Source: an optimization exercise on an open RTL-to-GDS flow (aim: small area, a short achievable clock period and few clock cycles per item). Production flows keep margins and buffers that such runs may drop. At most, simulation tests tie the RTL to the original design; equivalence was not proved. No functional check of the RTL was part of run 4. Power is estimated from default activity; no workload was simulated.

--- flow/flow/run.sh ---
#!/bin/bash
# The standard layout, with small buffers on the ports.
set -euo pipefail
bash standard.sh finish "BUFFER_PORTS_ARGS=-buffer_cell sky130_fd_sc_hd__buf_1" > standard.log 2>&1
--- flow/standard.sh ---
#!/bin/bash
# synth_recipe.tcl (not shown) runs the flow's synth.tcl, then flattens the netlist and writes it again
# the make line also repeats each setting of config.mk as NAME=value (left out here)
make -C /OpenROAD-flow-scripts/flow DESIGN_CONFIG=/design/flow/config.mk WORK_HOME=/design/flow/orfs CLKGATE_MAP_FILE= SYNTH_SCRIPT=/design/flow/synth_recipe.tcl "${@:-finish}"
--- flow/config.mk ---
export PLATFORM = sky130hd
export DESIGN_NAME = pkt_validator
export DESIGN_NICKNAME = pkt_validator
export VERILOG_FILES = /design/flow/design.v
export SDC_FILE = /design/flow/constraint.sdc
export NUM_CORES = 4
export LEC_CHECK = 0
export CAP_MARGIN = 20
export CORE_MARGIN = 2
export CORE_UTILIZATION = 40
export CTS_CLUSTER_DIAMETER = 80
export CTS_CLUSTER_SIZE = 30
export PLACE_DENSITY = 0.6
export SETUP_SLACK_MARGIN = 2.8
export SLEW_MARGIN = 20
export TNS_END_PERCENT = 5
--- flow/constraint.sdc ---
create_clock -name core_clock -period 5.0 [get_ports {clk}]
set_input_delay 1.0000 -clock core_clock [delete_from_list [all_inputs] [get_ports {clk}]]
set_output_delay 1.0000 -clock core_clock [all_outputs]
set_load 0.01 [all_outputs]
--- flow/design.v ---
module pkt_validator (
    input  wire        clk,
    input  wire        rst,
    input  wire        in_valid,
    output wire        in_ready,
    input  wire [31:0] in_data,
    input  wire        in_last,
    input  wire [1:0]  in_count,
    output reg         res_valid,
    output wire [2:0]  res_err,
    output wire [5:0]  res_vmask,
    output reg  [2:0]  res_cause,
    output wire [15:0] res_crc_calc,
    output wire [15:0] res_crc_read,
    output wire [10:0] res_apid,
    output wire [13:0] res_seq,
    output wire [16:0] res_plen,
    output wire [7:0]  res_stype,
    output wire [7:0]  res_ssub,
    output wire [7:0]  res_dest,
    output wire [47:0] res_time
);
    function [15:0] t2;
        input [15:0] x;
        begin
            t2[0] = x[0] ^ x[4] ^ x[8] ^ x[11] ^ x[12];
            t2[1] = x[1] ^ x[5] ^ x[9] ^ x[12] ^ x[13];
            t2[2] = x[2] ^ x[6] ^ x[10] ^ x[13] ^ x[14];
            t2[3] = x[3] ^ x[7] ^ x[11] ^ x[14] ^ x[15];
            t2[4] = x[4] ^ x[8] ^ x[12] ^ x[15];
            t2[5] = x[0] ^ x[4] ^ x[5] ^ x[8] ^ x[9] ^ x[11] ^ x[12] ^ x[13];
            t2[6] = x[1] ^ x[5] ^ x[6] ^ x[9] ^ x[10] ^ x[12] ^ x[13] ^ x[14];
            t2[7] = x[2] ^ x[6] ^ x[7] ^ x[10] ^ x[11] ^ x[13] ^ x[14] ^ x[15];
            t2[8] = x[3] ^ x[7] ^ x[8] ^ x[11] ^ x[12] ^ x[14] ^ x[15];
            t2[9] = x[4] ^ x[8] ^ x[9] ^ x[12] ^ x[13] ^ x[15];
            t2[10] = x[5] ^ x[9] ^ x[10] ^ x[13] ^ x[14];
            t2[11] = x[6] ^ x[10] ^ x[11] ^ x[14] ^ x[15];
            t2[12] = x[0] ^ x[4] ^ x[7] ^ x[8] ^ x[15];
            t2[13] = x[1] ^ x[5] ^ x[8] ^ x[9];
            t2[14] = x[2] ^ x[6] ^ x[9] ^ x[10];
            t2[15] = x[3] ^ x[7] ^ x[10] ^ x[11];
        end
    endfunction
    function [15:0] t22;
        input [15:0] x;
        begin
            t22[0] = x[3] ^ x[4] ^ x[6] ^ x[10] ^ x[11] ^ x[12];
            t22[1] = x[4] ^ x[5] ^ x[7] ^ x[11] ^ x[12] ^ x[13];
            t22[2] = x[5] ^ x[6] ^ x[8] ^ x[12] ^ x[13] ^ x[14];
            t22[3] = x[6] ^ x[7] ^ x[9] ^ x[13] ^ x[14] ^ x[15];
            t22[4] = x[0] ^ x[7] ^ x[8] ^ x[10] ^ x[14] ^ x[15];
            t22[5] = x[0] ^ x[1] ^ x[3] ^ x[4] ^ x[6] ^ x[8] ^ x[9] ^ x[10] ^ x[12] ^ x[15];
            t22[6] = x[1] ^ x[2] ^ x[4] ^ x[5] ^ x[7] ^ x[9] ^ x[10] ^ x[11] ^ x[13];
            t22[7] = x[2] ^ x[3] ^ x[5] ^ x[6] ^ x[8] ^ x[10] ^ x[11] ^ x[12] ^ x[14];
            t22[8] = x[0] ^ x[3] ^ x[4] ^ x[6] ^ x[7] ^ x[9] ^ x[11] ^ x[12] ^ x[13] ^ x[15];
            t22[9] = x[0] ^ x[1] ^ x[4] ^ x[5] ^ x[7] ^ x[8] ^ x[10] ^ x[12] ^ x[13] ^ x[14];
            t22[10] = x[0] ^ x[1] ^ x[2] ^ x[5] ^ x[6] ^ x[8] ^ x[9] ^ x[11] ^ x[13] ^ x[14] ^ x[15];
            t22[11] = x[1] ^ x[2] ^ x[3] ^ x[6] ^ x[7] ^ x[9] ^ x[10] ^ x[12] ^ x[14] ^ x[15];
            t22[12] = x[0] ^ x[2] ^ x[6] ^ x[7] ^ x[8] ^ x[12] ^ x[13] ^ x[15];
            t22[13] = x[0] ^ x[1] ^ x[3] ^ x[7] ^ x[8] ^ x[9] ^ x[13] ^ x[14];
            t22[14] = x[1] ^ x[2] ^ x[4] ^ x[8] ^ x[9] ^ x[10] ^ x[14] ^ x[15];
            t22[15] = x[2] ^ x[3] ^ x[5] ^ x[9] ^ x[10] ^ x[11] ^ x[15];
        end
    endfunction
    function [15:0] tinv;
        input [15:0] x;
        begin
            tinv[0] = x[3] ^ x[8];
            tinv[1] = x[4] ^ x[9];
            tinv[2] = x[0] ^ x[5] ^ x[10];
            tinv[3] = x[1] ^ x[6] ^ x[11];
            tinv[4] = x[0] ^ x[2] ^ x[7] ^ x[12];
            tinv[5] = x[1] ^ x[13];
            tinv[6] = x[2] ^ x[14];
            tinv[7] = x[3] ^ x[15];
            tinv[8] = x[0] ^ x[4];
            tinv[9] = x[0] ^ x[1] ^ x[5];
            tinv[10] = x[1] ^ x[2] ^ x[6];
            tinv[11] = x[2] ^ x[3] ^ x[7];
            tinv[12] = x[4];
            tinv[13] = x[0] ^ x[5];
            tinv[14] = x[1] ^ x[6];
            tinv[15] = x[2] ^ x[7];
        end
    endfunction
    reg         stall;        
    assign in_ready = !stall;
    wire acc = in_valid && !stall;
    reg  [31:0] d_r;
    reg         l_r;
    reg  [1:0]  c_r;
    reg         v_r;
    always @(posedge clk) begin
        d_r <= stall ? 32'd0 : in_data;    
        l_r <= in_last;
        c_r <= in_count;
        if (rst)
            v_r <= 1'b0;
        else
            v_r <= acc;
    end
    wire [7:0] byte0 = d_r[31:24];
    wire [7:0] byte1 = d_r[23:16];
    wire [7:0] byte2 = d_r[15:8];
    wire [7:0] byte3 = d_r[7:0];
    wire ok1 = !l_r || (c_r != 2'd0);
    wire ok2 = !l_r || c_r[1];
    wire ok3 = !l_r || (c_r == 2'd3);
    reg         first;        
    reg         b1, b2, b3;   
    reg  [14:0] bc;           
    reg         c_pos;        
    reg         c_zero;       
    reg         c_m1;         
    reg  [13:0] remb;
    reg         re;
    reg         remb_one;     
    reg  [1:0]  rl;
    reg  [15:0] crc;          
    reg  [1:0]  kc;           
    reg  [15:0] crc_rd;       
    reg         got_lo;       
    reg         f_ver, f_type, f_dfh, f_seg;
    reg  [2:0]  apid_hi;
    reg  [7:0]  apid_lo;
    reg  [5:0]  seq_hi;
    reg  [7:0]  seq_lo;
    reg  [16:0] plen_r;
    reg  [7:0]  stype_r, ssub_r, dest_r;
    reg  [47:0] time_r;
    reg         r_ok, r_g8, r_g9, r_g10, r_g16;
    reg         fin;          
    reg         r_vm5, r_short;
    reg         err_inv, err_mal;
    reg         pend1;
    wire ge2 = !first && !b1;                 
    wire ge3 = ge2 && !b2;
    wire ge4 = ge3 && !b3;
    wire [15:0] lfield = d_r[31:16];
    wire        lf_hi3 = (lfield[15:3] == 13'd0);
    wire h0 = ge2 && c_zero && (rl == 2'd0);
    wire        first_n  = v_r ? l_r : first;
    wire        b1_n     = v_r ? (first && !l_r) : b1;
    wire        ge2_n    = !first_n && !b1_n;
    wire        c_zero_n = !v_r ? c_zero :
                           b1   ? (lf_hi3 && (lfield[2:0] >= 3'd3) && (lfield[2:0] != 3'd7)) :
                           c_pos ? remb_one :
                           1'b0;
    wire [1:0]  rl_n     = (v_r && b1) ? lfield[1:0] + 2'd1 : rl;
    wire        zk_n     = ge2_n && c_zero_n;
    wire        in_lz    = (in_data[31:18] == 14'd0);
    reg         kill1, kill2, kill3;
    always @(posedge clk) begin
        kill1 <= (b1_n && in_lz && in_data[17:16] == 2'd0) || (zk_n && rl_n == 2'd1);
        kill2 <= (b1_n && in_lz && !in_data[17]) || (zk_n && (rl_n == 2'd1 || rl_n == 2'd2));
        kill3 <= (b1_n && in_lz && !(in_data[17] && in_data[16])) || (zk_n && rl_n != 2'd0);
    end
    wire [31:0] dm = {byte0,
                      byte1 & {8{!kill1}},
                      byte2 & {8{!kill2}},
                      byte3 & {8{!kill3}}};
    wire [15:0] s4 = t22(crc ^ dm[31:16]) ^ t2(dm[15:0]);
    wire step4 = v_r && (first || b1 || (ge2 && (c_pos || (c_zero && rl != 2'd0))));
    wire undo  = !step4 && (kc != 2'd0);
    wire clr_ok  = pend1 && !r_ok;
    wire clr_crc = pend1 && !(r_ok && got_lo);
    wire        cinit = res_valid || rst;
    wire        hold  = !step4 && !undo && !clr_crc && !cinit;
    wire [15:0] crc_nx = ({16{step4}} & s4) | ({16{undo}} & tinv(crc)) |
                         ({16{hold}} & crc) | {16{cinit}};
    wire h1  = kill1;
    wire h2  = kill2 && !kill1;
    wire h3  = kill3 && !kill2;
    wire lo0 = ge2 && c_m1 && (rl == 2'd3) && !got_lo;
    wire [7:0] hi_b = ({8{h0}} & byte0) | ({8{h1}} & byte1) |
                      ({8{h2}} & byte2) | ({8{h3}} & byte3);
    wire [7:0] lo_b = ({8{lo0}} & byte0) | ({8{h0}} & byte1) |
                      ({8{h1}} & byte2) | ({8{h2}} & byte3);
    wire hi_here = b1 || (ge2 && c_zero);
    wire lo_here = b1 || (ge2 && c_zero) || lo0;
    wire lo_seen = (h0 && ok1) || (h1 && ok2) || (h2 && ok3) || lo0;
    wire bc_sat = bc[14] && bc[1];           
    wire l_big  = bc_sat || (bc[14] && bc[0] && c_r[1]);
    wire l_ge7  = ge2 || (b1 && c_r[1]);
    wire l_ge8  = ge2 || (b1 && c_r == 2'd3);
    wire l_ge10 = ge3 || (b2 && c_r != 2'd0);
    wire l_ge16 = ge4 || (b3 && c_r == 2'd3);
    wire l_ok   = l_ge7 && !l_big;
    wire [1:0] kc_nx = (v_r && kill3) ? {kill2, kill1 || !kill2} :
                       undo           ? kc - 2'd1 : kc;
    wire fin_nx = (v_r && l_r) || (fin && kc != 2'd0);
    always @(posedge clk) begin
        if (rst) begin
            first     <= 1'b1;
            b1        <= 1'b0;
            b2        <= 1'b0;
            b3        <= 1'b0;
            bc        <= 15'd0;
            kc        <= 2'd0;
            fin       <= 1'b0;
            pend1     <= 1'b0;
            stall     <= 1'b0;
            res_valid <= 1'b0;
        end else begin
            kc        <= kc_nx;
            fin       <= fin_nx;
            pend1     <= fin_nx && (kc_nx == 2'd0);
            stall     <= (acc && in_last) || fin_nx;
            res_valid <= pend1;
            if (v_r) begin
                first <= l_r;
                b1    <= first && !l_r;
                b2    <= b1 && !l_r;
                b3    <= b2 && !l_r;
                if (l_r)
                    bc <= 15'd0;
                else if (!bc_sat)
                    bc <= bc + 15'd1;
            end
        end
    end
    always @(posedge clk) begin
        crc <= crc_nx;
        if ((v_r && hi_here) || clr_crc)
            crc_rd[15:8] <= hi_b;
        if ((v_r && lo_here) || clr_crc)
            crc_rd[7:0] <= lo_b;
        if ((v_r && first) || clr_ok) begin
            f_ver   <= (byte0[7:5] != 3'd0);
            f_type  <= byte0[4];
            f_dfh   <= !byte0[3] && v_r;
            f_seg   <= (byte2[7:6] != 2'b11) && v_r;
            apid_hi <= byte0[2:0];
            apid_lo <= byte1;
            seq_hi  <= byte2[5:0];
            seq_lo  <= byte3;
        end
        if ((v_r && b1) || clr_ok)
            plen_r  <= ({1'b0, lfield} + 17'd7) & {14'h3FFF, {3{v_r}}};
        if ((v_r && b1) || (pend1 && !r_g8))
            stype_r <= byte3;
        if ((v_r && b2) || (pend1 && !r_g9))
            ssub_r  <= byte0;
        if ((v_r && b2) || (pend1 && !r_g10))
            dest_r  <= byte1;
        if ((v_r && b2) || (pend1 && !r_g16))
            time_r[47:32] <= {byte2, byte3};
        if ((v_r && b3) || (pend1 && !r_g16))
            time_r[31:0] <= d_r;
        if (v_r) begin
            if (first)
                got_lo <= 1'b0;
            else if (lo_seen)
                got_lo <= 1'b1;
            if (b1) begin
                remb   <= lfield[15:2];
                re     <= !(lfield[1] && lfield[0]);
                remb_one <= (lfield[1] && lfield[0]) ? (lfield[15:2] == 14'd1) : (lfield[15:2] == 14'd2);
                rl     <= lfield[1:0] + 2'd1;
                c_pos  <= !lf_hi3 || (lfield[2:0] == 3'd7);
                c_zero <= lf_hi3 && (lfield[2:0] >= 3'd3) && (lfield[2:0] != 3'd7);
                c_m1   <= lf_hi3 && (lfield[2:0] <= 3'd2);
            end else if (c_pos) begin
                remb   <= remb - 14'd1;
                remb_one <= re ? (remb == 14'd3) : (remb == 14'd2);
                c_pos  <= !remb_one;
                c_zero <= remb_one;
            end else if (c_zero) begin
                c_zero <= 1'b0;
                c_m1   <= 1'b1;
            end
            if (l_r) begin
                r_ok  <= l_ok;
                r_g8  <= l_ok && l_ge8;
                r_g9  <= l_ok && ge2;
                r_g10 <= l_ok && l_ge10;
                r_g16 <= l_ok && l_ge16;
            end
        end
    end
    wire [4:0] vm_lo   = {f_seg, f_dfh, f_type, f_ver, !got_lo};
    wire       crc_bad = got_lo && (crc != crc_rd);
    always @(posedge clk) begin
        begin
            r_vm5   <= r_ok && crc_bad;
            r_short <= r_ok && !got_lo;
            err_inv <= !r_ok;
            err_mal <= r_ok && (vm_lo != 5'd0 || crc_bad);
            if (!r_ok)         res_cause <= 3'd0;
            else if (vm_lo[0]) res_cause <= 3'd0;
            else if (vm_lo[1]) res_cause <= 3'd1;
            else if (vm_lo[2]) res_cause <= 3'd2;
            else if (vm_lo[3]) res_cause <= 3'd3;
            else if (vm_lo[4]) res_cause <= 3'd4;
            else if (crc_bad)  res_cause <= 3'd5;
            else               res_cause <= 3'd0;
        end
    end
    assign res_err      = {err_mal, 1'b0, err_inv};
    assign res_vmask    = {r_vm5, f_seg, f_dfh, f_type, f_ver, r_short};
    assign res_crc_calc = crc;
    assign res_crc_read = crc_rd;
    assign res_apid     = {apid_hi, apid_lo};
    assign res_seq      = {seq_hi, seq_lo};
    assign res_plen     = plen_r;
    assign res_stype    = stype_r;
    assign res_ssub     = ssub_r;
    assign res_dest     = dest_r;
    assign res_time     = time_r;
endmodule
==> impl_metrics.py, run 1 <==
metrics = {
    "sta": {
        "final.setup.worst_slack_ps": 2700,
        "final_setup_skew_ps": 20.9,
        "max_slew_headroom_pct": 33.9,
        "final_min_period_over_clock_period_pct": 45.9,
        "fin_setup_tns_ps": 0,
        "finalHoldViolCount": 0,
        "setup_viol_count_final": 0,
        "grt_setup_unrepaired": "true",
        "finalWorstPathRequiredPeriod_ps": 2300,
        "timing.final.max_slew_violations": 0,
        "worstMarginPinSlew_ps": 990,
        "timing.fmax_mhz": 435,
    },
    "floorplanning": {
        "design.die.area_um2": 29700,
        "core_area_um2": 27900,
        "initial_utilization_pct": 40.7,
        "die_h_um": 172,
        "top_level_ports": 198,
        "die-width_um": 172,
        "number_of_placement_rows": 61,
    },
    "critical_path": {
        "critPathSlowestCell": "dfxtp_1",
        "arrival_ps": 1300,
        "worstSetupPathType": "reg2out",
        "flop_to_flop_setup_slack_ps": 2740,
        "crit_path_max_incr_delay_ps": 600,
        "required_ps": 4000,
        "cp_cell_sequence": "buf_1",
        "path_delay_family": "flip-flops",
        "cp.depth": 1,
        "crit_path_max_fanout": 5,
        "worstReg2RegEnd": "res_cause[0]",
        "critical_path.reg2reg.startpoint": "crc[5]",
        "crit_path_end_kind": "output port",
        "worst-r2r-cell-count": 6,
        "timing.critical_path.buf_inv": 1,
        "start_kind": "flop",
    },
    "logic_synthesis": {
        "synthCells": 955,
        "synthDominantAreaCellType": "edfxtp_1",
        "syn_std_cell_area_um2": 11300,
        "syn-num-nets": 1003,
        "post_synth_num_cell_types": 58,
        "synthTopCellsByCount": "edfxtp_1, xnor2_1, dfxtp_1",
        "number_of_warnings_issued_by_yosys": 1,
        "synth.area.top_cells": "edfxtp_1, dfxtp_1, xnor2_1, xor2_1, xnor3_1",
        "syn_area_per_cell_um2": 11.9,
        "most_common_cell_in_the_synthesized_netlist": "edfxtp_1",
        "synth-edff-count": 160,
        "synth_seq_cells": 248,
        "synth_top_cell_area_share_pct": 42.4,
        "synth_ff_type": "edfxtp_1",
        "synth_async_sr_flop_share_pct": 0,
        "share_of_the_yosys_chip_area_belonging_to_registers_pct": 57.9,
    },
    "route": {
        "detail_route.iter0.violations": 822,
        "avg_wl_per_cell_um": 20.8,
        "totalWireLength_um": 31400,
        "firstDrtPassIters": 7,
        "vias": 7750,
        "drcViolationCount": 0,
        "vias_per_cell": 5.14,
        "drtAntennaViolNets": 0,
    },
    "clock_tree": {
        "tritoncts_sink_count": 248,
        "clock_path_buffers": 3,
        "cts_tree": "built",
        "cts_max_level": 1,
        "cts_root_buf": "clkbuf_16",
        "cts.clk_slew.worst_paths_ps": 110,
        "clock_latency_ps": 510,
        "cts_made_buffers": 14,
    },
    "layout": {
        "layout.cell_area.non_filler_um2": 13100,
        "stdcell_count": 1508,
        "syn_to_final_growth_pct": 15.3,
        "antennaDiodeCount": 0,
        "final_layout_size_suffix_gt1_share_pct": 8.85,
        "design.final.nets": 1170,
    },
    "run_status": {
        "outcome": "timing/DRC/antenna clean",
    },
    "pwr": {
        "power_density_nw_per_um2": 551,
        "total_leakage_power_nw": 4.66,
        "irDropWorstVdd_v": 0.000348,
    },
    "hold_path": {
        "hold_path_startpoint": "r_ok",
        "hold_path_end": "err_inv",
        "whs_path_depth": 1,
        "min-delay-path-class": "reg2reg",
    },
    "global_route": {
        "pin_count_of_the_biggest_net_entering_global_routing": 43,
        "grt_pass1_vias": 7512,
        "grt_overflow": 0,
        "globalRouteTotalUtil_pct": 21.0,
        "antenna_found_initial": 0,
        "grt_pass1_wl_um": 46200,
    },
    "placement": {
        "place.detailed.hpwl_um": 22200,
        "io_buffers": 196,
        "detailed_place.area_um2": 12400,
        "post-place-cells": 1477,
        "gpl.final_weighted_congestion": 0.875,
        "pre_cts_ws_ps": 2360,
    },
    "run": {
        "maxCapViolations": 0,
    },
}
-- through the flow --
stage / power (mW) / utilization (%) / hold slack [ps]
floorplan: 5.09 / - / 420
global placement: 5.79 / 44.4 / 463
detailed placement: 5.80 / 44.4 / 480
CTS: 7.19 / 46.5 / 495
global route: 7.55 / 46.9 / 541
finish: 7.20 / 46.9 / 483
-- report_power, final --
| part | switching (mW) | internal (mW) | total [mW] |
|---|---|---|---|
| Combinational | 1.43 | 1.68 | 3.11 |
| Sequential | 0.335 | 2.38 | 2.71 |
| Clock | 0.740 | 0.641 | 1.38 |
| Total | 2.51 | 4.70 | 7.20 |
-- flip-flops by register name, summed over array words and instances (netlist names), 2 cells and up --
signal,flops
apid_hi,3
apid_lo,8
bc,15
c_r,2
crc,16
crc_rd,16
d_r,32
dest_r,8
kc,2
plen_r,17
remb,14
res_cause,3
rl,2
seq_hi,6
seq_lo,8
ssub_r,8
stype_r,8
time_r,48
-- placed cells by master (no fill, tap or decap), drive strengths merged, types with 3 or more instances in the layout --
| cell | instances |
|---|---|
| buf | 218 |
| edfxtp | 160 |
| xnor2 | 119 |
| dfxtp | 88 |
| nand2 | 85 |
| nor2 | 78 |
| xor2 | 57 |
| nor2b | 50 |
| o21ai | 37 |
| inv | 28 |
| a21oi | 22 |
| xnor3 | 18 |
| a222oi | 16 |
| clkbuf | 16 |
| nor3 | 14 |
| nor4 | 12 |
| a221oi | 12 |
| nand3 | 11 |
| ha | 10 |
| and3 | 7 |
| a21o | 7 |
| nand2b | 7 |
| nand4 | 5 |
| or2 | 4 |
| and4 | 4 |
| mux2i | 3 |
| nand4b | 3 |
| a31oi | 3 |
| and2 | 3 |
-- worst max path at each step --
| stage | slack [ps] | from | endpoint |
|---|---|---|---|
| global placement | 2410 | kill1 | crc[0] |
| CTS | 2670 | stall | in_ready |
| finish | 2700 | crc[8] | res_crc_calc[8] |
| detailed placement | 2360 | v_r | crc[4] |
| global route | 2670 | d_r[23] | crc[4] |
| floorplan | 2880 | crc[9] | crc[15] |
-- cell type report --
| type | instances | area, µm² |
|---|---|---|
| Timing Repair Buffer | 219 | 942 |
| Inverter | 23 | 90.1 |
| Clock inverter | 9 | 121 |
| Tap cell | 378 | 473 |
| Sequential cell | 248 | 6610 |
| Multi-Input combinational cell | 616 | 4460 |
| Clock buffer | 15 | 375 |
| Fill cell | 2579 | 14800 |
-- worst reg2reg max path, stage by stage (launching register included) --
cell and delay, ps:
dfxtp_1 540, xor2_1 130, nor4_1 580, nand4_1 400, a31oi_1 270, nor2_1 60
o21ba_2 200
-- metal layers --
layer	vias up	GRT usage, %	wire length (µm)
met2	263	36.1	15300
met4	0	6.14	974
met5	-	0	0
met3	53	4.17	2220
li1	3637	-	-
met1	3797	26.8	13000
-- logic make-up (layout without fill, tap and decap cells) --
logic type	after synthesis	in the layout	share of synthesized area, %
buffers and inverters	91	266	3.43
AO/OA/AOI/OAI	115	115	6.88
XOR/XNOR	195	195	17.8
flip-flops	248	248	57.9
other	1	1	0.0331
adder cells (fa/ha/maj)	10	10	1.10
AND/OR/NAND/NOR	291	291	12.4
multiplexers	4	4	0.364
-- what timing repair did --
item                       4_1_cts  5_1_grt
resized for setup               27       20
setup endpoints to repair       83       69
cloned                           0        1
pin swaps                        0        1
hold buffers                     0        0
buffers inserted                 4        2
Testbench counts, summed over its fixed seeds: cycles 114,500, packets 1,280.
==> inputs of run 2 (changes only) <==
--- a/flow/config.mk
+++ b/flow/config.mk
@@ -15,2 +15 @@
 export SLEW_MARGIN = 20
-export TNS_END_PERCENT = 5
==> run 2 against run 1 <==
Against the previous run: register-to-register slack gained 140 ps; sequential power is essentially flat; critical endpoint is now res_crc_read[0]; clock skew grew 1.3 ps; first-iteration DRC count shrank 0.24%.
==> impl_metrics.py, run 2 <==
metrics = {
    "floorplanning": {
        "top_level_ports": 198,
        "initial_utilization_pct": 40.7,
        "design.die.area_um2": 29700,
        "die_h_um": 172,
        "number_of_placement_rows": 61,
        "die-width_um": 172,
        "core_area_um2": 27900,
    },
    "layout": {
        "regMostFlops": "time_r",
        "final_layout_size_suffix_gt1_share_pct": 11.9,
        "antennaDiodeCount": 0,
        "largest_registers": "time_r: 48 flops, d_r: 32 flops, plen_r: 17 flops",
        "layout_common_cells": "buf_1, edfxtp_1, xnor2_1",
        "layout.filler_cells": 2535,
        "design.final.nets": 1179,
        "largest_register_ff_count": 48,
        "layout.cells.most_common": "buf_1",
        "final_core_utilization_pct": 47.8,
        "syn_to_final_growth_pct": 17.3,
    },
    "route": {
        "detail_route.iter0.violations": 820,
        "vias": 7804,
        "vias_per_cell": 5.14,
        "drtAntennaViolNets": 0,
        "totalWireLength_um": 31800,
        "avg_wl_per_cell_um": 20.9,
        "firstDrtPassIters": 10,
        "drcViolationCount": 0,
    },
    "sta": {
        "final_setup_skew_ps": 22.2,
        "final_min_period_over_clock_period_pct": 43.8,
        "final_worst_hold_slack_ps": 490,
        "max_slew_headroom_pct": 34.5,
        "grt_setup_unrepaired": "true",
        "finalWorstPathRequiredPeriod_ps": 2190,
        "timing.fmax_mhz": 457,
        "final.setup.worst_slack_ps": 2810,
        "finalHoldViolCount": 0,
        "worstMarginPinSlew_ps": 980,
        "setup_viol_count_final": 0,
        "timing.final.max_slew_violations": 0,
        "fin_setup_tns_ps": 0,
    },
    "critical_path": {
        "worstSetupPathType": "reg2out",
        "critical_path.reg2reg.startpoint": "crc_rd[5]",
        "start_kind": "flop",
        "critPathSlowestCell": "edfxtp_1",
        "path_delay_family": "flip-flops",
        "crit_path_start": "crc_rd[0]",
        "crit_path_end_kind": "output port",
        "crit_path_max_fanout": 2,
        "timing.critical_path.buf_inv": 1,
        "crit_path_max_incr_delay_ps": 500,
        "arrival_ps": 1190,
        "required_ps": 4000,
        "cp_cell_sequence": "clkbuf_2",
    },
    "logic_synthesis": {
        "synth_compound_gate_area_share_pct": 6.88,
        "synthCells": 955,
        "synthDominantAreaCellType": "edfxtp_1",
        "synth_async_sr_flop_share_pct": 0,
        "most_common_cell_in_the_synthesized_netlist": "edfxtp_1",
        "synth-adder-area-share_pct": 1.10,
        "syn-num-nets": 1003,
        "synthesized_area_fraction_occupied_by_xor_and_xnor_cells_pct": 17.8,
        "synth_seq_cells": 248,
        "syn_area_per_cell_um2": 11.9,
        "synthTopCellsByCount": "edfxtp_1, xnor2_1, dfxtp_1",
        "share_of_the_yosys_chip_area_belonging_to_registers_pct": 57.9,
        "synth_top_cell_area_share_pct": 42.4,
        "post_synth_num_cell_types": 58,
        "synth.area.mux_share_pct": 0.364,
        "synth.area.top_cells": "edfxtp_1, dfxtp_1, xnor2_1, xor2_1, xnor3_1",
        "synth_ff_type": "edfxtp_1",
        "syn_std_cell_area_um2": 11300,
        "number_of_warnings_issued_by_yosys": 1,
        "synth-edff-count": 160,
        "synthesized_area_fraction_occupied_by_and_or_nand_nor_cells_pct": 12.4,
        "synth_top_family_by_area": "XOR/XNOR gates",
    },
    "clock_tree": {
        "tritoncts_sink_count": 248,
        "cts_made_buffers": 14,
        "cts.clk_slew.worst_paths_ps": 110,
        "cts_tree": "built",
        "cts_max_level": 1,
        "clock_latency_ps": 510,
        "cts_root_buf": "clkbuf_16",
        "clock_path_buffers": 3,
    },
    "pwr": {
        "power_density_nw_per_um2": 551,
        "post-layout-total-power_mw": 7.33,
        "irDropWorstVdd_v": 0.000341,
        "total_leakage_power_nw": 4.76,
    },
    "global_route": {
        "grt_pass1_wl_um": 46900,
        "met1_usage_pct": 27.1,
        "grt_pass1_vias": 7564,
        "globalRouteTotalUtil_pct": 21.3,
        "grt_overflow": 0,
        "grt.busiest_layer": "met2",
        "pin_count_of_the_biggest_net_entering_global_routing": 43,
        "antenna_found_initial": 0,
        "global_route.usage.met2_pct": 36.9,
        "gr-usage-met3_pct": 4.12,
    },
    "hold_path": {
        "min-delay-path-class": "reg2reg",
        "hold_path_startpoint": "r_ok",
    },
    "placement": {
        "gpl.final_weighted_congestion": 0.875,
        "io_buffers": 196,
        "place.detailed.hpwl_um": 22200,
        "pre_cts_ws_ps": 2360,
    },
    "run": {
        "maxCapViolations": 0,
    },
    "run_status": {
        "outcome": "timing/DRC/antenna clean",
    },
}
run 2: cell count changes in the layout (fill, tap and decap cells not counted), moves of 4 or more:
cell,change
dfxtp_4,+9
dfxtp_1,-12
xnor2_1,-4
clkbuf_2,+4
buf_4,+6
buf_1,-6
run 2: layout make-up:
| class | count | area (µm²) | area share (%) |
|---|---|---|---|
| sequential | 248 | 6650 | 50.0 |
| multi-input combinational | 616 | 4550 | 34.2 |
| timing repair buffer | 228 | 1050 | 7.87 |
| tap | 378 | 473 | 3.56 |
| clock buffer | 15 | 375 | 2.82 |
| clock inverter | 9 | 121 | 0.912 |
| inverter | 23 | 90.1 | 0.677 |
run 2: stage by stage:
| step | std cells | cell area [µm²] |
|---|---|---|
| floorplan | 955 | 11300 |
| global placement | 1477 | 12400 |
| detailed placement | 1477 | 12400 |
| CTS | 1510 | 13100 |
| global route | 1517 | 13300 |
| finish | 1517 | 13300 |
run 2: where the power goes:
| group | leakage, nW | switching, mW | internal, mW | total (mW) |
|---|---|---|---|---|
| sequential | 2.20 | 0.326 | 2.39 | 2.72 |
| combinational | 2.32 | 1.48 | 1.75 | 3.23 |
| clock | 0.244 | 0.736 | 0.641 | 1.38 |
run 2: logic make-up (layout without fill, tap and decap cells):
family / count (synthesis) / in the layout
simple gates: 291 / 291
compound gates: 115 / 115
buf+inv: 91 / 275
fa+ha+maj: 10 / 10
mux: 4 / 4
xor+xnor: 195 / 195
other cells: 1 / 1
flops: 248 / 248
run 2: path summary, 6_finish.rpt:
check / end / slack [ps] / cells after the start
max: res_crc_read[0] / 2810 / 1
max reg2reg: res_cause[0] / 2880 / 7
min reg2reg: err_inv / 490 / 1
min: err_inv / 490 / 1
run 2: per-layer routing:
metal  vias to the layer above  share of wire (%)
li1                       3650                  -
met1                      3833                 41
met2                       268                 49
met3                        53                6.9
met4                         0                2.9
met5                         -                  0
run 2: timing repair:
action                     4_1_cts  5_1_grt
cloned                           1        0
resized for setup               57       34
setup buffers                    8        7
pin swaps                        1        0
hold buffers                     0        0
setup endpoints to repair       83       55
run 2: worst register-to-register path: stages (launching register included):
cell and delay, ps:
edfxtp_1 420, buf_4 170, xor2_1 150, nor4_2 430, nand4_1 350, a31oi_1 260
nor2_1 60, o21ba_2 190
==> inputs of run 3 (changes only) <==
--- a/flow/config.mk
+++ b/flow/config.mk
@@ -13,3 +13,4 @@
 export PLACE_DENSITY = 0.6
-export SETUP_SLACK_MARGIN = 2.8
+export SETUP_SLACK_MARGIN = 3.0
 export SLEW_MARGIN = 20
+export TNS_END_PERCENT = 5
==> run 3 against run 2 <==
Against the previous run: global-route usage is 0.076 points higher; design area increased by 1.2%; largest power group unchanged; die area stayed put; total power is 0.84% higher; hold slack worse by 4.5 ps; area after synthesis stayed put; largest cell class unchanged; routed wire length rose by 0.70%; maximum frequency down 0.11%; combinational power grew 2%; sequential power about the same.
==> impl_metrics.py, run 3 <==
metrics = {
    "layout": {
        "layout.cells.most_common": "buf_1",
        "design.final.nets": 1187,
        "layout.cell_area.non_filler_um2": 13500,
        "regMostFlops": "time_r",
        "antennaDiodeCount": 0,
        "final_layout_size_suffix_gt1_share_pct": 13.2,
        "largest_register_ff_count": 48,
        "layout_common_cells": "buf_1, edfxtp_1, xnor2_1",
        "stdcell_count": 1525,
        "syn_to_final_growth_pct": 18.7,
        "largest_registers": "time_r: 48 flops, d_r: 32 flops, plen_r: 17 flops",
    },
    "logic_synthesis": {
        "synth_async_sr_flop_share_pct": 0,
        "synth_top_cell_area_share_pct": 42.4,
        "syn-num-nets": 1003,
        "post_synth_num_cell_types": 58,
        "synth_ff_type": "edfxtp_1",
        "synth.area.top_cells": "edfxtp_1, dfxtp_1, xnor2_1, xor2_1, xnor3_1",
        "synth-adder-area-share_pct": 1.10,
        "synthesized_area_fraction_occupied_by_xor_and_xnor_cells_pct": 17.8,
        "synth.area.mux_share_pct": 0.364,
        "syn_area_per_cell_um2": 11.9,
        "synthesized_area_fraction_occupied_by_and_or_nand_nor_cells_pct": 12.4,
        "synth-edff-count": 160,
        "synth_top_family_by_area": "XOR/XNOR gates",
        "share_of_the_yosys_chip_area_belonging_to_registers_pct": 57.9,
        "number_of_warnings_issued_by_yosys": 1,
        "synth_seq_cells": 248,
        "synth_compound_gate_area_share_pct": 6.88,
        "most_common_cell_in_the_synthesized_netlist": "edfxtp_1",
        "synthDominantAreaCellType": "edfxtp_1",
        "synthCells": 955,
        "synthTopCellsByCount": "edfxtp_1, xnor2_1, dfxtp_1",
        "syn_std_cell_area_um2": 11300,
    },
    "clock_tree": {
        "cts_max_level": 1,
        "hold_buffers": 0,
        "tritoncts_sink_count": 248,
        "cts_root_buf": "clkbuf_16",
        "clock_latency_ps": 510,
        "cts_tree": "built",
        "cts_made_buffers": 14,
        "cts.clk_slew.worst_paths_ps": 110,
        "clock_path_buffers": 3,
    },
    "critical_path": {
        "cp.depth": 1,
        "crit_path_end_kind": "output port",
        "flop_to_flop_setup_slack_ps": 2910,
        "timing.critical_path.buf_inv": 1,
        "start_kind": "flop",
        "worstSetupPathType": "reg2out",
        "arrival_ps": 1190,
        "worstReg2RegEnd": "crc[15]",
        "required_ps": 4000,
        "crit_path_max_fanout": 2,
        "critical_path.reg2reg.startpoint": "d_r[25]",
        "critPathSlowestCell": "edfxtp_1",
        "path_delay_family": "flip-flops",
        "cp_cell_sequence": "clkbuf_2",
        "worst-r2r-cell-count": 6,
        "crit_path_max_incr_delay_ps": 500,
    },
    "placement": {
        "pre_cts_ws_ps": 2360,
        "detailed_place.area_um2": 12400,
        "place.detailed.hpwl_um": 22200,
        "post-place-cells": 1477,
        "gpl.final_weighted_congestion": 0.875,
        "io_buffers": 196,
    },
    "pwr": {
        "post-layout-total-power_mw": 7.39,
        "irDropWorstVdd_v": 0.000342,
        "power_density_nw_per_um2": 549,
        "total_leakage_power_nw": 4.84,
    },
    "sta": {
        "grt_setup_unrepaired": "true",
        "finalHoldViolCount": 0,
        "worstMarginPinSlew_ps": 985,
        "final.setup.worst_slack_ps": 2810,
        "finalWorstPathRequiredPeriod_ps": 2190,
        "setup_viol_count_final": 0,
        "final_setup_skew_ps": 22.9,
        "final_min_period_over_clock_period_pct": 43.8,
        "timing.fmax_mhz": 456,
        "fin_setup_tns_ps": 0,
        "max_slew_headroom_pct": 34.2,
        "timing.final.max_slew_violations": 0,
    },
    "route": {
        "firstDrtPassIters": 10,
        "avg_wl_per_cell_um": 21.0,
        "drcViolationCount": 0,
        "drtAntennaViolNets": 0,
        "detail_route.iter0.violations": 705,
        "vias_per_cell": 5.17,
        "vias": 7882,
        "totalWireLength_um": 32000,
    },
    "floorplanning": {
        "design.die.area_um2": 29700,
        "number_of_placement_rows": 61,
        "core_area_um2": 27900,
        "initial_utilization_pct": 40.7,
        "top_level_ports": 198,
        "die-width_um": 172,
        "die_h_um": 172,
    },
    "global_route": {
        "grt_overflow": 0,
        "grt_pass1_vias": 7602,
        "antenna_found_initial": 0,
        "grt_pass1_wl_um": 47100,
        "globalRouteTotalUtil_pct": 21.4,
        "pin_count_of_the_biggest_net_entering_global_routing": 43,
    },
    "run_status": {
        "outcome": "timing/DRC/antenna clean",
    },
    "run": {
        "maxCapViolations": 0,
    },
    "hold_path": {
        "whs_path_depth": 1,
        "min-delay-path-class": "reg2reg",
        "hold_path_startpoint": "r_ok",
        "hold_path_end": "err_inv",
    },
}
## run 3: per-stage QoR
step | hold slack [ps] | utilization, %
2_1_floorplan | 420 | -
3_3_place_gp | 463 | 44.4
3_5_place_dp | 480 | 44.4
4_1_cts | 495 | 47.5
5_1_grt | 541 | 48.3
6_report | 485 | 48.3
## run 3: kinds of logic (layout without fill, tap and decap cells)
family	after synthesis	count (layout)
other	1	1
AO/OA/AOI/OAI	115	115
buffers and inverters	91	283
flip-flops	248	248
multiplexers	4	4
XOR/XNOR	195	195
adder cells (fa/ha/maj)	10	10
AND/OR/NAND/NOR	291	291
## run 3: worst max path at each step
| stage | start | to | slack [ps] |
|---|---|---|---|
| floorplan | crc[9] | crc[15] | 2880 |
| global placement | kill1 | crc[0] | 2410 |
| detailed placement | v_r | crc[4] | 2360 |
| CTS | crc_rd[0] | res_crc_read[0] | 2790 |
| global route | crc_rd[5] | res_crc_read[5] | 2790 |
| finish | crc_rd[0] | res_crc_read[0] | 2810 |
## run 3: power breakdown
group,internal [mW],switching (mW)
Clock,0.641,0.738
Combinational,1.79,1.50
Sequential,2.40,0.327
Total,4.83,2.56
## run 3: cell type report
cell class	instances	area, µm²
fillers	2518	14400
flip-flops and latches	248	6680
multi-input cells	616	4570
repair buffers	236	1160
well taps	378	473
clock buffers	15	375
clock inverters	9	121
inverters	23	90.1
## run 3: metal layers
metal	vias to the layer above	GRT usage [%]	part of all wire, %
met5	-	0	0
met1	3828	27.1	40
li1	3674	-	-
met2	314	37.1	48
met3	66	4.14	7.7
met4	0	6.58	3.5
## run 3: what timing repair did
item / in CTS / in global routing
endpoints found under the setup margin: 257 / 212
gates cloned: 1 / 1
resized for setup: 86 / 28
buffers inserted: 8 / 14
pin swaps: 5 / 1
==> inputs of run 4 (changes only) <==
--- a/flow/design.v
+++ b/flow/design.v
@@ -86,3 +86,4 @@
     reg         stall;        
-    assign in_ready = !stall;
+    reg         ready;        
+    assign in_ready = ready;
     wire acc = in_valid && !stall;
@@ -202,2 +203,3 @@
             stall     <= 1'b0;
+            ready     <= 1'b1;
             res_valid <= 1'b0;
@@ -208,2 +210,3 @@
             stall     <= (acc && in_last) || fin_nx;
+            ready     <= !((acc && in_last) || fin_nx);
             res_valid <= pend1;
--- a/flow/config.mk
+++ b/flow/config.mk
@@ -13,4 +13,3 @@
 export PLACE_DENSITY = 0.6
-export SETUP_SLACK_MARGIN = 3.0
+export SETUP_SLACK_MARGIN = 2.8
 export SLEW_MARGIN = 20
-export TNS_END_PERCENT = 5
==> run 4 against run 3 <==
Against the previous run: still clean; final cell count unchanged; combinational power increased by 5%; non-clock buffer count shrank 5; first-iteration DRC count grew 7.7%; via count fell by 0.29%; register-to-register slack worse by 40 ps; core utilization shrank 1.4 points; design area decreased by 0.24%; routed wire length increased by 0.28%; maximum frequency up 0.69%; critical path type unchanged.
==> impl_metrics.py, run 4 <==
metrics = {
    "floorplanning": {
        "top_level_ports": 198,
        "die_h_um": 174,
        "core_area_um2": 28600,
        "initial_utilization_pct": 40.4,
        "die-width_um": 174,
        "number_of_placement_rows": 62,
        "design.die.area_um2": 30300,
    },
    "logic_synthesis": {
        "synthDominantAreaCellType": "edfxtp_1",
        "share_of_the_yosys_chip_area_belonging_to_registers_pct": 56.9,
        "synth.area.top_cells": "edfxtp_1, dfxtp_1, xnor2_1, xnor3_1, xor2_1",
        "synth_async_sr_flop_share_pct": 0,
        "synthTopCellsByCount": "edfxtp_1, xnor2_1, dfxtp_1",
        "most_common_cell_in_the_synthesized_netlist": "edfxtp_1",
        "number_of_warnings_issued_by_yosys": 1,
        "syn_std_cell_area_um2": 11600,
        "syn_area_per_cell_um2": 12.1,
        "post_synth_num_cell_types": 58,
        "synth_top_cell_area_share_pct": 41.5,
        "syn-num-nets": 1006,
        "synth_seq_cells": 249,
        "synth-edff-count": 160,
        "synth_ff_type": "edfxtp_1",
        "synthCells": 958,
    },
    "pwr": {
        "clockPowerShare_pct": 16.9,
        "power_frac_comb_pct": 46.2,
        "netSwitchingPower_mw": 2.67,
        "irDropWorstVdd_v": 0.000349,
        "power_density_nw_per_um2": 556,
        "internal_power_mw": 4.80,
        "seqPwrFrac_pct": 36.9,
        "total_leakage_power_nw": 4.79,
        "post-layout-total-power_mw": 7.47,
        "sw_frac_of_total_pct": 35.7,
    },
    "sta": {
        "finalHoldViolCount": 0,
        "final.setup.worst_slack_ps": 2820,
        "timing.fmax_mhz": 459,
        "finalWorstPathRequiredPeriod_ps": 2180,
        "grt_setup_unrepaired": "true",
        "setup_viol_count_final": 0,
        "final_setup_skew_ps": 31.9,
        "fin_setup_tns_ps": 0,
        "worstMarginPinSlew_ps": 794,
        "timing.final.max_slew_violations": 0,
        "final_min_period_over_clock_period_pct": 43.5,
        "max_slew_headroom_pct": 47.0,
    },
    "global_route": {
        "grt_pass1_wl_um": 47800,
        "pin_count_of_the_biggest_net_entering_global_routing": 45,
        "grt_pass1_vias": 7527,
        "grt_overflow": 0,
        "antenna_found_initial": 0,
        "globalRouteTotalUtil_pct": 20.8,
    },
    "hold_path": {
        "min-delay-path-class": "reg2reg",
    },
    "layout": {
        "largest_registers": "time_r: 48 flops, d_r: 32 flops, plen_r: 17 flops",
        "syn_to_final_growth_pct": 16.0,
        "design.final.nets": 1181,
        "largest_register_ff_count": 48,
        "layout.filler_cells": 2647,
        "antennaDiodeCount": 0,
        "regMostFlops": "time_r",
        "layout_common_cells": "buf_1, edfxtp_1, xnor2_1",
        "final_layout_size_suffix_gt1_share_pct": 11.7,
        "layout.cells.most_common": "buf_1",
    },
    "clock_tree": {
        "cts_tree": "built",
        "hold_buffers": 0,
        "cts_made_buffers": 14,
        "tritoncts_sink_count": 249,
        "clock_latency_ps": 510,
        "clock_path_buffers": 3,
        "cts_max_level": 1,
        "cts_root_buf": "clkbuf_16",
        "cts.clk_slew.worst_paths_ps": 110,
    },
    "critical_path": {
        "required_ps": 4000,
        "crit_path_end_kind": "output port",
        "timing.critical_path.buf_inv": 1,
        "cp_cell_sequence": "buf_1",
        "arrival_ps": 1180,
        "crit_path_max_incr_delay_ps": 500,
        "path_delay_family": "flip-flops",
        "critPathSlowestCell": "edfxtp_1",
        "crit_path_max_fanout": 2,
        "start_kind": "flop",
        "worstSetupPathType": "reg2out",
    },
    "placement": {
        "place.detailed.hpwl_um": 22800,
        "io_buffers": 196,
        "gpl.final_weighted_congestion": 0.880,
        "pre_cts_ws_ps": 2380,
    },
    "route": {
        "drcViolationCount": 0,
        "drtAntennaViolNets": 0,
        "avg_wl_per_cell_um": 21.0,
        "vias_per_cell": 5.15,
        "detail_route.iter0.violations": 759,
        "totalWireLength_um": 32100,
        "vias": 7859,
        "firstDrtPassIters": 7,
    },
    "run": {
        "maxCapViolations": 0,
    },
    "run_status": {
        "outcome": "timing/DRC/antenna clean",
    },
}
-- run 4: power by group through the flow --
| stage | Clock [mW] | Combinational [mW] | Sequential, mW |
|---|---|---|---|
| after floorplan | 0 | 2.66 | 2.60 |
| after global placement | 0 | 3.25 | 2.77 |
| after detailed placement | 0 | 3.26 | 2.77 |
| after CTS | 1.29 | 3.35 | 2.75 |
| after global routing | 1.36 | 3.69 | 2.78 |
| final | 1.26 | 3.45 | 2.75 |
-- run 4: cells by family (layout without fill, tap and decap cells) --
kind of cell	after synthesis	in the layout	share of synthesized area, %
and+or+nand+nor	289	289	12.1
DFF	249	249	56.9
xor gates and xnor gates	201	201	19.4
AOI/OAI and AO/OA	110	110	6.52
buffers and inverters	94	277	3.62
adders and majority gates	10	10	1.08
muxes	4	4	0.357
other	1	1	0.0324
-- run 4: worst paths after layout --
check,startpoint,to,slack [ps],depth (start not counted)
hold / removal,bc[5],bc[5],490,2
setup reg to reg,d_r[31],crc[12],2870,8
setup / recovery,crc_rd[3],res_crc_read[3],2820,1
hold reg to reg,bc[5],bc[5],490,2
-- run 4: through the flow --
step / util (%) / area, µm² / cells / hold WS (ps)
3_5_place_dp: 44.0 / 12600 / 1483 / 483
5_1_grt: 46.9 / 13400 / 1525 / 510
4_1_cts: 46.2 / 13200 / 1512 / 498
6_report: 46.9 / 13400 / 1525 / 494
3_3_place_gp: 44.0 / 12600 / 1483 / 469
2_1_floorplan: - / 11600 / 958 / 420
-- run 4: what timing repair did --
item | 4_1_cts | 5_1_grt
buffers inserted | 5 | 12
pin swaps | 2 | 8
setup endpoints to repair | 83 | 29
gates resized for setup | 50 | 27
-- run 4: area by class of cell --
cell class | count | area [µm²] | share of cell area, %
Inverter | 22 | 86.3 | 0.643
Sequential cell | 249 | 6660 | 49.6
Tap cell | 384 | 480 | 3.58
Clock inverter | 7 | 87.6 | 0.652
Timing Repair Buffer | 231 | 1050 | 7.80
Multi-Input combinational cell | 615 | 4710 | 35.0
Clock buffer | 17 | 362 | 2.69
-- run 4: metal layers --
layer	global-route usage [%]	vias to the layer above	routed length (µm)
li1	-	3671	-
met1	27.4	3816	13100
met2	36.0	323	15900
met3	3.13	49	2320
met4	5.39	0	765
met5	0	-	0
==> inputs of run 5 (changes only) <==
--- a/flow/design.v
+++ b/flow/design.v
@@ -86,4 +86,3 @@
     reg         stall;        
-    reg         ready;        
-    assign in_ready = ready;
+    assign in_ready = !stall;
     wire acc = in_valid && !stall;
@@ -203,3 +202,2 @@
             stall     <= 1'b0;
-            ready     <= 1'b1;
             res_valid <= 1'b0;
@@ -210,3 +208,2 @@
             stall     <= (acc && in_last) || fin_nx;
-            ready     <= !((acc && in_last) || fin_nx);
             res_valid <= pend1;
==> flow/flow/run.sh (replaced) <==
#!/bin/bash
# The standard layout, with small buffers on the ports and a clock tree
# built without dummy loads. make's output goes to standard.log; each ORFS
# step keeps its own log under orfs/logs.
set -euo pipefail
bash standard.sh finish \
  "BUFFER_PORTS_ARGS=-buffer_cell sky130_fd_sc_hd__buf_1" \
  "CTS_ARGS=-sink_clustering_enable -repair_clock_nets -sink_clustering_size 30 -sink_clustering_max_diameter 80 -dont_use_dummy_load" \
  > standard.log 2>&1
--- a/flow/config.mk
+++ b/flow/config.mk
@@ -13,3 +13,3 @@
 export PLACE_DENSITY = 0.6
-export SETUP_SLACK_MARGIN = 2.8
+export SETUP_SLACK_MARGIN = 2.7
 export SLEW_MARGIN = 20
==> run 5 against run 4 <==
Against the previous run: clock skew increased by 9.2 ps; highest routed layer unchanged; critical path depth unchanged; core utilization is 0.33 points lower.
==> impl_metrics.py, run 5 <==
metrics = {
    "floorplanning": {
        "die_h_um": 172,
        "initial_utilization_pct": 40.7,
        "core_area_um2": 27900,
        "design.die.area_um2": 29700,
        "die-width_um": 172,
        "top_level_ports": 198,
        "number_of_placement_rows": 61,
    },
    "route": {
        "vias": 7678,
        "drcViolationCount": 0,
        "avg_wl_per_cell_um": 20.9,
        "vias_per_cell": 5.12,
        "totalWireLength_um": 31300,
        "firstDrtPassIters": 8,
        "detail_route.iter0.violations": 823,
        "drtAntennaViolNets": 0,
    },
    "pwr": {
        "power_frac_comb_pct": 44.9,
        "power_density_nw_per_um2": 537,
        "netSwitchingPower_mw": 2.40,
        "irDropWorstVdd_v": 0.000327,
        "seqPwrFrac_pct": 38.9,
        "sw_frac_of_total_pct": 34.4,
        "internal_power_mw": 4.58,
        "total_leakage_power_nw": 4.61,
        "clockPowerShare_pct": 16.2,
        "post-layout-total-power_mw": 6.98,
    },
    "sta": {
        "setup_viol_count_final": 0,
        "finalWorstPathRequiredPeriod_ps": 2260,
        "worstMarginPinSlew_ps": 991,
        "fin_setup_tns_ps": 0,
        "timing.fmax_mhz": 443,
        "timing.final.max_slew_violations": 0,
        "finalHoldViolCount": 0,
        "final_setup_skew_ps": 41.2,
        "final_min_period_over_clock_period_pct": 45.1,
        "grt_setup_unrepaired": "true",
        "max_slew_headroom_pct": 33.8,
        "final.setup.worst_slack_ps": 2740,
    },
    "logic_synthesis": {
        "synth_ff_type": "edfxtp_1",
        "synthTopCellsByCount": "edfxtp_1, xnor2_1, dfxtp_1",
        "number_of_warnings_issued_by_yosys": 1,
        "synth_async_sr_flop_share_pct": 0,
        "syn_area_per_cell_um2": 11.9,
        "share_of_the_yosys_chip_area_belonging_to_registers_pct": 57.9,
        "synth.area.top_cells": "edfxtp_1, dfxtp_1, xnor2_1, xor2_1, xnor3_1",
        "synthCells": 955,
        "synthDominantAreaCellType": "edfxtp_1",
        "synth-edff-count": 160,
        "post_synth_num_cell_types": 58,
        "syn-num-nets": 1003,
        "synth_seq_cells": 248,
        "most_common_cell_in_the_synthesized_netlist": "edfxtp_1",
        "syn_std_cell_area_um2": 11300,
        "synth_top_cell_area_share_pct": 42.4,
    },
    "layout": {
        "register_area_um2": 6610,
        "final_layout_size_suffix_gt1_share_pct": 8.56,
        "largest_registers": "time_r: 48 flops, d_r: 32 flops, plen_r: 17 flops",
        "syn_to_final_growth_pct": 14.5,
        "largest_register_ff_count": 48,
        "layout.filler_cells": 2563,
        "design.final.nets": 1171,
        "layout.cells.most_common": "buf_1",
        "layout_common_cells": "buf_1, edfxtp_1, xnor2_1",
        "multiInputGateArea_um2": 4490,
        "regMostFlops": "time_r",
        "antennaDiodeCount": 0,
    },
    "critical_path": {
        "worstSetupPathType": "reg2out",
        "path_delay_family": "flip-flops",
        "crit_path_max_fanout": 5,
        "crit_path_end_kind": "output port",
        "start_kind": "flop",
        "timing.critical_path.buf_inv": 1,
        "cp_cell_sequence": "buf_1",
        "crit_path_max_incr_delay_ps": 550,
        "required_ps": 4000,
        "critPathSlowestCell": "dfxtp_1",
        "arrival_ps": 1260,
    },
    "global_route": {
        "pin_count_of_the_biggest_net_entering_global_routing": 43,
        "grt_overflow": 0,
        "grt_pass1_wl_um": 46500,
        "grt_pass1_vias": 7488,
        "antenna_found_initial": 0,
        "globalRouteTotalUtil_pct": 21.2,
    },
    "run": {
        "maxCapViolations": 0,
    },
    "clock_tree": {
        "tritoncts_sink_count": 248,
        "cts_made_buffers": 14,
        "clock_latency_ps": 510,
        "clock_path_buffers": 3,
        "cts.clk_slew.worst_paths_ps": 110,
        "cts_root_buf": "clkbuf_16",
        "cts_max_level": 1,
        "cts_tree": "built",
    },
    "hold_path": {
        "min-delay-path-class": "reg2reg",
    },
    "placement": {
        "io_buffers": 196,
        "place.detailed.hpwl_um": 22200,
        "pre_cts_ws_ps": 2360,
        "gpl.final_weighted_congestion": 0.875,
    },
    "run_status": {
        "outcome": "timing/DRC/antenna clean",
    },
}
[run 5: cell types whose count changed in the layout (fill, tap and decap cells not counted), sizes merged, moves of 3 or more]
cell and delta:
buf -10, xnor3 -3, nand2 +7, a21oi +4, and3 +3, xnor2 -6, xor2 +3, nor3 -4
clkinv -4, clkbuf -5
[run 5: path summary, 6_finish.rpt]
kind              startpoint          endpoint  slack, ps  cells after the start
hold reg to reg         r_ok           err_inv        490                      1
hold / removal          r_ok           err_inv        490                      1
setup reg to reg   crc_rd[5]      res_cause[0]       2750                      6
setup / recovery     crc[12]  res_crc_calc[12]       2740                      1
[run 5: cells by family (layout without fill, tap and decap cells)]
group / count (synthesis) / count (layout) / share of synthesized area (%)
AO/OA/AOI/OAI: 115 / 115 / 6.88
XOR/XNOR: 195 / 195 / 17.8
adder cells (fa/ha/maj): 10 / 10 / 1.10
buffers and inverters: 91 / 257 / 3.43
flip-flops: 248 / 248 / 57.9
multiplexers: 4 / 4 / 0.364
other: 1 / 1 / 0.0331
AND/OR/NAND/NOR: 291 / 291 / 12.4
[run 5: layout make-up]
| class | instances | area share (%) |
|---|---|---|
| Sequential cell | 248 | 50.9 |
| Multi-Input combinational cell | 616 | 34.6 |
| Timing Repair Buffer | 220 | 7.40 |
| Tap cell | 378 | 3.64 |
| Clock buffer | 14 | 2.70 |
| Inverter | 23 | 0.694 |
[run 5: timing repair]
item	CTS	global route
resized for setup	26	28
setup buffers	4	3
gates cloned	1	0
endpoints found under the hold margin	0	0
setup endpoints to repair	53	37
hold buffers	0	0
pin swaps	0	1
[run 5: metal layers]
metal	routed length, µm	up-vias	GRT usage (%)
met5	0	-	0
met4	992	0	6.07
met3	2240	56	3.94
met2	15300	268	36.6
met1	12800	3741	27.1
li1	-	3613	-
[run 5: power groups by stage]
| stage | sequential (mW) | clock (mW) | combinational (mW) |
|---|---|---|---|
| 4_1_cts | 2.71 | 1.17 | 3.08 |
| 2_1_floorplan | 2.58 | 0 | 2.51 |
| 5_1_grt | 2.74 | 1.22 | 3.38 |
| 6_report | 2.71 | 1.13 | 3.13 |
| 3_5_place_dp | 2.75 | 0 | 3.05 |
| 3_3_place_gp | 2.74 | 0 | 3.04 |
[run 5: stage by stage]
step | utilization (%) | instance area [µm²] | hold slack, ps | cells
finish | 46.6 | 13000 | 488 | 1499
detailed placement | 44.4 | 12400 | 480 | 1477
global route | 46.6 | 13000 | 540 | 1499
floorplan | - | 11300 | 420 | 955
global placement | 44.4 | 12400 | 463 | 1477
CTS | 46.1 | 12800 | 494 | 1496
Testbench counts of run 5, summed over its fixed seeds: cycles 114,500, packets 1,280.
==> inputs of run 6 (changes only) <==
--- a/flow/config.mk
+++ b/flow/config.mk
@@ -13,3 +13,3 @@
 export PLACE_DENSITY = 0.6
-export SETUP_SLACK_MARGIN = 2.7
+export SETUP_SLACK_MARGIN = 2.8
 export SLEW_MARGIN = 20
==> run 6 against run 5 <==
Against the previous run: flip-flop and latch count unchanged; final cell count up 0.27%; register-to-register slack better by 30 ps; first-iteration DRC count up 2.2%; clock-buffer cell count unchanged; setup slack better by 41 ps; design area up 1.1%; sequential power about the same; sequential share of layout area down 0.32 points; total power up 1.6%; clock power about the same; critical path depth up 5; highest routed layer unchanged; critical path type is now reg2reg.
==> impl_metrics.py, run 6 <==
metrics = {
    "run_status": {
        "outcome": "timing/DRC/antenna clean",
    },
    "route": {
        "drtAntennaViolNets": 0,
        "totalWireLength_um": 31700,
        "detail_route.iter0.violations": 841,
        "drcViolationCount": 0,
        "vias": 7717,
        "vias_per_cell": 5.13,
        "avg_wl_per_cell_um": 21.1,
        "firstDrtPassIters": 7,
    },
    "pwr": {
        "total_leakage_power_nw": 4.67,
        "power_density_nw_per_um2": 540,
        "irDropWorstVdd_v": 0.000340,
        "post-layout-total-power_mw": 7.09,
    },
    "layout": {
        "layout.cells.most_common": "buf_1",
        "layout_common_cells": "buf_1, edfxtp_1, xnor2_1",
        "regMostFlops": "time_r",
        "final_core_utilization_pct": 47.1,
        "stdcell_count": 1503,
        "antennaDiodeCount": 0,
        "layout.cell_area.non_filler_um2": 13100,
        "syn_to_final_growth_pct": 15.7,
        "layout.filler_cells": 2550,
        "largest_registers": "time_r: 48 flops, d_r: 32 flops, plen_r: 17 flops",
        "largest_register_ff_count": 48,
        "final_layout_size_suffix_gt1_share_pct": 10.8,
        "design.final.nets": 1175,
    },
    "sta": {
        "finalHoldViolCount": 0,
        "finalWorstPathRequiredPeriod_ps": 2220,
        "fin_setup_tns_ps": 0,
        "timing.final.max_slew_violations": 0,
        "max_slew_headroom_pct": 34.5,
        "final_worst_hold_slack_ps": 489,
        "worstMarginPinSlew_ps": 980,
        "timing.fmax_mhz": 451,
        "setup_viol_count_final": 0,
        "final_setup_skew_ps": 41.1,
        "final.setup.worst_slack_ps": 2780,
        "grt_setup_unrepaired": "true",
        "final_min_period_over_clock_period_pct": 44.3,
    },
    "run": {
        "maxCapViolations": 0,
    },
    "clock_tree": {
        "clock_latency_ps": 510,
        "clock_path_buffers": 3,
        "cts_max_level": 1,
        "cts_root_buf": "clkbuf_16",
        "tritoncts_sink_count": 248,
        "cts_made_buffers": 14,
        "hold_buffers": 0,
        "cts_tree": "built",
        "cts.clk_slew.worst_paths_ps": 110,
    },
    "hold_path": {
        "hold_path_startpoint": "r_ok",
        "hold_path_end": "err_inv",
        "min-delay-path-class": "reg2reg",
        "whs_path_depth": 1,
    },
    "critical_path": {
        "cp_cell_sequence": "xor2_1 > nor4_1 > nand4_1 > a31oi_1 > nor2_1 > o21ba_2",
        "start_kind": "flop",
        "required_ps": 5410,
        "critPathSlowestCell": "nor4_1",
        "flop_to_flop_setup_slack_ps": 2780,
        "crit_path_end_kind": "flop",
        "worstReg2RegEnd": "res_cause[0]",
        "crit_path_max_fanout": 4,
        "path_delay_family": "simple AND/OR/NAND/NOR gates",
        "crit_path_start": "crc_rd[5]",
        "critical_path.reg2reg.startpoint": "crc_rd[5]",
        "timing.critical_path.buf_inv": 0,
        "worst-r2r-cell-count": 6,
        "crit_path_max_incr_delay_ps": 540,
        "worstSetupPathType": "reg2reg",
        "arrival_ps": 2630,
    },
    "logic_synthesis": {
        "synthTopCellsByCount": "edfxtp_1, xnor2_1, dfxtp_1",
        "synth.area.top_cells": "edfxtp_1, dfxtp_1, xnor2_1, xor2_1, xnor3_1",
        "syn-num-nets": 1003,
        "synthCells": 955,
        "synth_top_cell_area_share_pct": 42.4,
        "synth-edff-count": 160,
        "most_common_cell_in_the_synthesized_netlist": "edfxtp_1",
        "syn_area_per_cell_um2": 11.9,
        "post_synth_num_cell_types": 58,
        "share_of_the_yosys_chip_area_belonging_to_registers_pct": 57.9,
        "syn_std_cell_area_um2": 11300,
        "number_of_warnings_issued_by_yosys": 1,
        "synth_seq_cells": 248,
        "synth_ff_type": "edfxtp_1",
        "synth_async_sr_flop_share_pct": 0,
        "synthDominantAreaCellType": "edfxtp_1",
    },
    "floorplanning": {
        "core_area_um2": 27900,
        "die_h_um": 172,
        "number_of_placement_rows": 61,
        "top_level_ports": 198,
        "design.die.area_um2": 29700,
        "die-width_um": 172,
        "initial_utilization_pct": 40.7,
    },
    "placement": {
        "detailed_place.area_um2": 12400,
        "io_buffers": 196,
        "gpl.final_weighted_congestion": 0.875,
        "place.detailed.hpwl_um": 22200,
        "post-place-cells": 1477,
        "pre_cts_ws_ps": 2360,
    },
    "global_route": {
        "grt_pass1_wl_um": 46900,
        "antenna_found_initial": 0,
        "grt_pass1_vias": 7522,
        "globalRouteTotalUtil_pct": 21.4,
        "pin_count_of_the_biggest_net_entering_global_routing": 43,
        "grt_overflow": 0,
    },
}
==> run 6: worst max-delay path by stage <==
stage	end	slack [ps]	cells after the start
finish	res_cause[0]	2780	6
global route	crc[8]	2730	6
detailed placement	crc[4]	2360	5
CTS	crc[4]	2740	6
global placement	crc[0]	2410	7
floorplan	crc[15]	2880	6
==> run 6: cells by family (layout without fill, tap and decap cells) <==
family                   after synthesis  in the layout  share of synthesized area [%]
AND/OR/NAND/NOR                      291            291                           12.4
flip-flops                           248            248                           57.9
XOR/XNOR                             195            195                           17.8
AO/OA/AOI/OAI                        115            115                           6.88
buffers and inverters                 91            261                           3.43
adder cells (fa/ha/maj)               10             10                           1.10
multiplexers                           4              4                          0.364
other                                  1              1                         0.0331
==> run 6: power by group <==
group / total, mW / internal, mW / switching (mW)
registers: 2.73 / 2.39 / 0.344
logic: 3.21 / 1.75 / 1.46
clock network: 1.14 / 0.504 / 0.635
total: 7.09 / 4.64 / 2.44
==> run 6: routing by layer <==
metal | part of all wire [%] | routed length (µm) | up-vias | global-route usage (%)
met3 | 7.6 | 2420 | 52 | 4.01
met1 | 40 | 12800 | 3751 | 27.1
li1 | - | - | 3631 | -
met4 | 2.7 | 862 | 0 | 6.47
met2 | 49 | 15600 | 283 | 37.1
met5 | 0 | 0 | - | 0
==> run 6: layout make-up <==
type	count	area, µm²	share of cell area [%]
Sequential cell	248	6650	50.6
Multi-Input combinational cell	616	4560	34.8
Timing Repair Buffer	224	1010	7.67
Tap cell	378	473	3.60
Clock buffer	14	350	2.67
Inverter	23	90.1	0.686
==> run 6: what timing repair did <==
action / 4_1_cts / 5_1_grt
resized for setup: 54 / 35
setup endpoints to repair: 76 / 33
buffers inserted: 7 / 4
gates cloned: 1 / 0
pin swaps: 1 / 1
==> run 6: worst register-to-register path, stage by stage, from the launching register on <==
cell	delay [ps]
edfxtp_1	480
xor2_1	190
nor4_1	540
nand4_1	390
a31oi_1	270
nor2_1	60
o21ba_2	200

what the ideal ports hide:
The flow's constraints put no driver on any port. The routed layouts listed below were extracted and timed again, unchanged, in two steps.
Step 1, drivers: a clkbuf_16 drives clk and a buf_2 each remaining input, both assumed.
Step 2 times the ports against the registers' clock, not the clock port: input delays grow and output delays shrink by t, the midpoint of the rising clock arrivals with the driver on.
Three values: ideal, step 1, step 2; two values: the first two.
| run | t (ns) | setup WS [ns] | worst setup path after step 2 | clock arrival spread, ns |
|---|---|---|---|---|
| run 1 | 0.548 | 2.704 / 2.657 / 2.444 | input to register | 0.022 / 0.023 |
| run 2 | 0.550 | 2.811 / 2.764 / 2.428 | input to register | 0.025 / 0.025 |
| run 3 | 0.548 | 2.809 / 2.763 / 2.621 | input to register | 0.025 / 0.026 |
| run 4 | 0.538 | 2.824 / 2.778 / 2.572 | input to register | 0.033 / 0.033 |
| run 5 | 0.536 | 2.743 / 2.698 / 2.435 | input to register | 0.044 / 0.044 |
| run 6 | 0.540 | 2.784 / 2.775 / 2.437 | input to register | 0.045 / 0.044 |
After both steps setup and hold are still met in every run listed. For run 2, which loses most, drivers alone change the setup slack by -0.047 ns; drivers and shift together by -0.383 ns.
